From an optimization exercise on the open Yosys and OpenROAD flow, aimed at small area; shortcuts taken in it are not production practice.
In this exercise RTL edits were held to simulation tests only and were not proved equivalent to the original.
The clock input has no modelled driver; a real chip could not lean on it and would need a root buffer or a full tree.

== the previous run ==
## px4led
module px4led (
    input  wire clk,
    input  wire rst_n,
    input  wire scl_i,
    input  wire sda_i,
    output wire sda_oe_o,
    input  wire tick_i,
    input  wire pwm_tick_i,
    output wire pwm_r_o,
    output wire pwm_g_o,
    output wire pwm_b_o,
    output wire hb_o
);
    wire       ev_rx_stop, ev_rx_data, ev_sla_w, ev_tx_load, tx_first;
    wire [7:0] rx_byte, tx_byte;
    wire       ready, n_zero, do_colour, do_script, do_settings;
    wire [3:0] pb, pg, pr;
    wire       vb, vg, vr;
    wire       load_reply;
    wire [5:0] reply0;
    wire [7:0] reply1;
    wire [3:0] red, green, blue;
    px4led_bit_engine u_bit (
        .clk        (clk),
        .rst_n      (rst_n),
        .scl_i      (scl_i),
        .sda_i      (sda_i),
        .sda_oe     (sda_oe_o),
        .ev_rx_stop (ev_rx_stop),
        .ev_rx_data (ev_rx_data),
        .ev_sla_w   (ev_sla_w),
        .ev_tx_load (ev_tx_load),
        .tx_first   (tx_first),
        .rx_byte    (rx_byte),
        .tx_byte    (tx_byte)
    );
    px4led_protocol_engine u_pe (
        .clk         (clk),
        .rst_n       (rst_n),
        .ev_rx_stop  (ev_rx_stop),
        .ev_rx_data  (ev_rx_data),
        .ev_sla_w    (ev_sla_w),
        .ev_tx_load  (ev_tx_load),
        .tx_first    (tx_first),
        .rx_byte     (rx_byte),
        .tx_byte     (tx_byte),
        .ready       (ready),
        .n_zero      (n_zero),
        .do_colour   (do_colour),
        .do_script   (do_script),
        .do_settings (do_settings),
        .pb          (pb),
        .pg          (pg),
        .pr          (pr),
  ...
Size: roughly 340 cells after synthesis, about 11 I/O pins, roughly 3600 sq um of cells after synthesis.
==> module px4led_bit_engine, before the edit <==
module px4led_bit_engine (
    input  wire       clk,
    input  wire       rst_n,
    input  wire       scl_i,
    input  wire       sda_i,
    output wire       sda_oe,
    output wire       ev_rx_stop,    
    output wire       ev_rx_data,    
    output wire       ev_sla_w,      
    output wire       ev_tx_load,    
    output wire       tx_first,      
    output wire [7:0] rx_byte,
    input  wire [7:0] tx_byte
);
    localparam [2:0] S_IDLE = 3'd0,
                     S_ADDR = 3'd1,
                     S_AAW  = 3'd2,
                     S_AAR  = 3'd3,
                     S_RX   = 3'd4,
                     S_RXA  = 3'd5,
                     S_TX   = 3'd6,
                     S_TXA  = 3'd7;
    reg [1:0] scl_sync, sda_sync;
    reg       scl_q, sda_q;
    wire      scl = scl_sync[1];
    wire      sda = sda_sync[1];
    reg [2:0] st;
    reg [8:0] sr;
    wire c_ss   = scl_q & scl & (sda_q ^ sda);
    wire c_rise = ~scl_q & scl;
    wire c_fall = scl_q & ~scl;
    wire st_idle = (st == S_IDLE);
    wire st_addr = (st == S_ADDR);
    wire st_aaw  = (st == S_AAW);
    wire st_aar  = (st == S_AAR);
    wire st_rx   = (st == S_RX);
    wire st_rxa  = (st == S_RXA);
    wire st_tx   = (st == S_TX);
    wire st_txa  = (st == S_TXA);
    wire rx_bound = ~|sr[8:2];
    wire ev_err   = c_ss & ~st_idle & ~st_addr & ~(st_rx & rx_bound);
    assign ev_rx_stop = c_ss & st_rx & rx_bound;
    assign ev_rx_data = c_fall & st_rxa;
    assign ev_sla_w   = c_fall & st_aaw;
    assign ev_tx_load = c_fall & (st_aar | (st_txa & ~sr[0]));
    assign tx_first   = st_aar;
    assign rx_byte    = sr[7:0];
    assign sda_oe     = st_aaw | st_aar | st_rxa | (st_tx & ~sr[8]);
    always @(posedge clk) begin
        if (!rst_n) begin
            scl_sync <= 2'b11;
            sda_sync <= 2'b11;
            scl_q    <= 1'b1;
            sda_q    <= 1'b1;
            st       <= S_IDLE;
        end else begin
            scl_sync <= {scl_sync[0], scl_i};
            sda_sync <= {sda_sync[0], sda_i};
            scl_q    <= scl;
            sda_q    <= sda;
            if (c_ss) begin
                st <= (~sda & ~ev_err) ? S_ADDR : S_IDLE;
            end else if (c_fall) begin
                case (st)
                    S_ADDR: if (sr[8]) st <= (sr[7:1] == 7'h55) ? (sr[0] ? S_AAR : S_AAW) : S_IDLE;
                    S_AAW:  st <= S_RX;
                    S_AAR:  st <= S_TX;
                    S_RX:   if (sr[8]) st <= S_RXA;
                    S_RXA:  st <= S_RX;
                    S_TX:   if (~|sr[6:0]) st <= S_TXA;
                    S_TXA:  st <= sr[0] ? S_IDLE : S_TX;
                    default: ;
                endcase
            end
        end
    end
    always @(posedge clk) begin
        if (c_ss | (c_fall & (st_aaw | st_rxa)))
            sr <= 9'd1;
        else if (ev_tx_load)
            sr <= {tx_byte, 1'b1};
        else if ((c_rise & (st_addr | st_rx | st_txa)) | (c_fall & st_tx))
            sr <= {sr[7:0], c_rise & sda};
    end
endmodule
==> flow/config.mk <==
export PLATFORM = sky130hd
export DESIGN_NAME = px4led
export DESIGN_NICKNAME = px4led
export VERILOG_FILES = /design/flow/design.v
export SDC_FILE = /design/flow/constraint.sdc
export NUM_CORES = 4
export LEC_CHECK = 0
export CAP_MARGIN = 20
export CORE_MARGIN = 2
export CORE_UTILIZATION = 65
export PLACE_DENSITY = 0.8
export SLEW_MARGIN = 20
==> flow/constraint.sdc <==
create_clock -name core_clock -period 10.0 [get_ports {clk}]
set_input_delay 2.0000 -clock core_clock [delete_from_list [all_inputs] [get_ports {clk}]]
set_output_delay 2.0000 -clock core_clock [all_outputs]
set_load 0.01 [all_outputs]
standard.sh (not shown) runs the stock make flow with config.mk's settings and CLKGATE_MAP_FILE= SYNTH_SCRIPT=/design/flow/synth_recipe.tcl, a recipe that flattens the netlist after the stock synthesis.
==> flow/flow/run.sh <==
#!/bin/bash
# Layout flow: the standard layout (standard.sh) with these changes.
#  * Ports are buffered with sky130_fd_sc_hd__buf_1.
#  * The clock tree is built by flow/cts_tree.tcl in place of TritonCTS: a
#    root clock buffer and CTS_TREE_LEAVES leaf buffers, each driving a
#    cluster of registers.
# Each step's full output goes to a log file in this folder; ORFS's own
# per-step logs are under orfs/logs/.
set -euo pipefail
W=$(pwd)

# synthesis script: synth_recipe.tcl sourcing a copy of ORFS's synth.tcl in
# which only the ABC script argument is replaced
sed "s|^  log_cmd abc {\*}\$abc_args|  lset abc_args 1 $W/flow/abc_area.script\n  log_cmd abc {*}\$abc_args|" \
    "$FLOW_HOME/scripts/synth.tcl" > "$W/synth_body_area.tcl"
grep -q "lset abc_args 1" "$W/synth_body_area.tcl"
sed "s|\$::env(SCRIPTS_DIR)/synth.tcl|$W/synth_body_area.tcl|" synth_recipe.tcl > "$W/synth_area.tcl"
grep -q "synth_body_area.tcl" "$W/synth_area.tcl"
sed "s|SYNTH_SCRIPT=[^ ]*|SYNTH_SCRIPT=$W/synth_area.tcl ADDER_MAP_FILE=|" standard.sh > "$W/standard_area.sh"
grep -q "synth_area.tcl ADDER_MAP_FILE=" "$W/standard_area.sh"

bash "$W/standard_area.sh" synth > "$W/synth.log" 2>&1

export PRE_CTS_TCL="$W/flow/cts_tree.tcl"
export CTS_TREE_PORT=clk
export CTS_TREE_ROOT=sky130_fd_sc_hd__clkbuf_4
export CTS_TREE_LEAF=sky130_fd_sc_hd__clkbuf_8
export CTS_TREE_LEAVES=6
export BUFFER_PORTS_ARGS="-buffer_cell sky130_fd_sc_hd__buf_1"
bash standard.sh > "$W/layout.log" 2>&1
Other scripts of this flow, unchanged in this note and not shown: flow/flow/abc_area.script, flow/flow/cts_tree.tcl
Input changes introduced in the current run (baseline for comparison: the previous run):
--- a/flow/design.v
+++ b/flow/design.v
@@ -13,13 +13,13 @@
     input  wire [7:0] tx_byte
 );
     localparam [2:0] S_IDLE = 3'd0,
                      S_ADDR = 3'd1,
-                     S_AAW  = 3'd2,
-                     S_AAR  = 3'd3,
-                     S_RX   = 3'd4,
-                     S_RXA  = 3'd5,
-                     S_TX   = 3'd6,
+                     S_AAW  = 3'd4,
+                     S_AAR  = 3'd5,
+                     S_RX   = 3'd2,
+                     S_RXA  = 3'd6,
+                     S_TX   = 3'd3,
                      S_TXA  = 3'd7;
     reg [1:0] scl_sync, sda_sync;
     reg       scl_q, sda_q;
     wire      scl = scl_sync[1];
[summary]
The current run does better than the previous run on final routed wirelength across all metal layers. Against the previous run, combined area of all synthesized cells in the current run fell slightly. From the previous run to the current run the numbers moved as follows: fraction of the cycle the final worst path needs rose 0.37 points; met1 global-route usage went up 0.35 points. Minimum hold slack across the previous run and the current run: no real change.
No run of this note takes its clock network from TritonCTS; it comes from the design's own scripts or RTL.

==> separate check: timing with driven ports <==
How much do the figures lean on ideal ports? The routed layouts below were timed once more, with nothing changed but the port constraints.
Step 1, drivers: a clkbuf_16 drives clk and a buf_2 each remaining input, both assumed.
Step 2, shift: input delay + t, output delay - t, t = (earliest + latest rising clock arrival at the registers) / 2. This alone moves slack from input paths to output paths.
Three values: ideal, step 1, step 2; two values: the first two.
run	shift t [ns]	slack for setup (ns)	slew at the worst register clock pin (ns)	worst data-port slew with drivers (ns)
the previous run	0.422	6.440 / 6.440 / 6.373	0.10 / 0.10	0.03
the current run	0.430	6.403 / 6.377 / 6.518	0.11 / 0.11	0.03
After both steps setup and hold are still met in every run listed. The setup slack of the previous run, which loses most, moves by 0.000 ns with the drivers and by -0.067 ns with both steps.
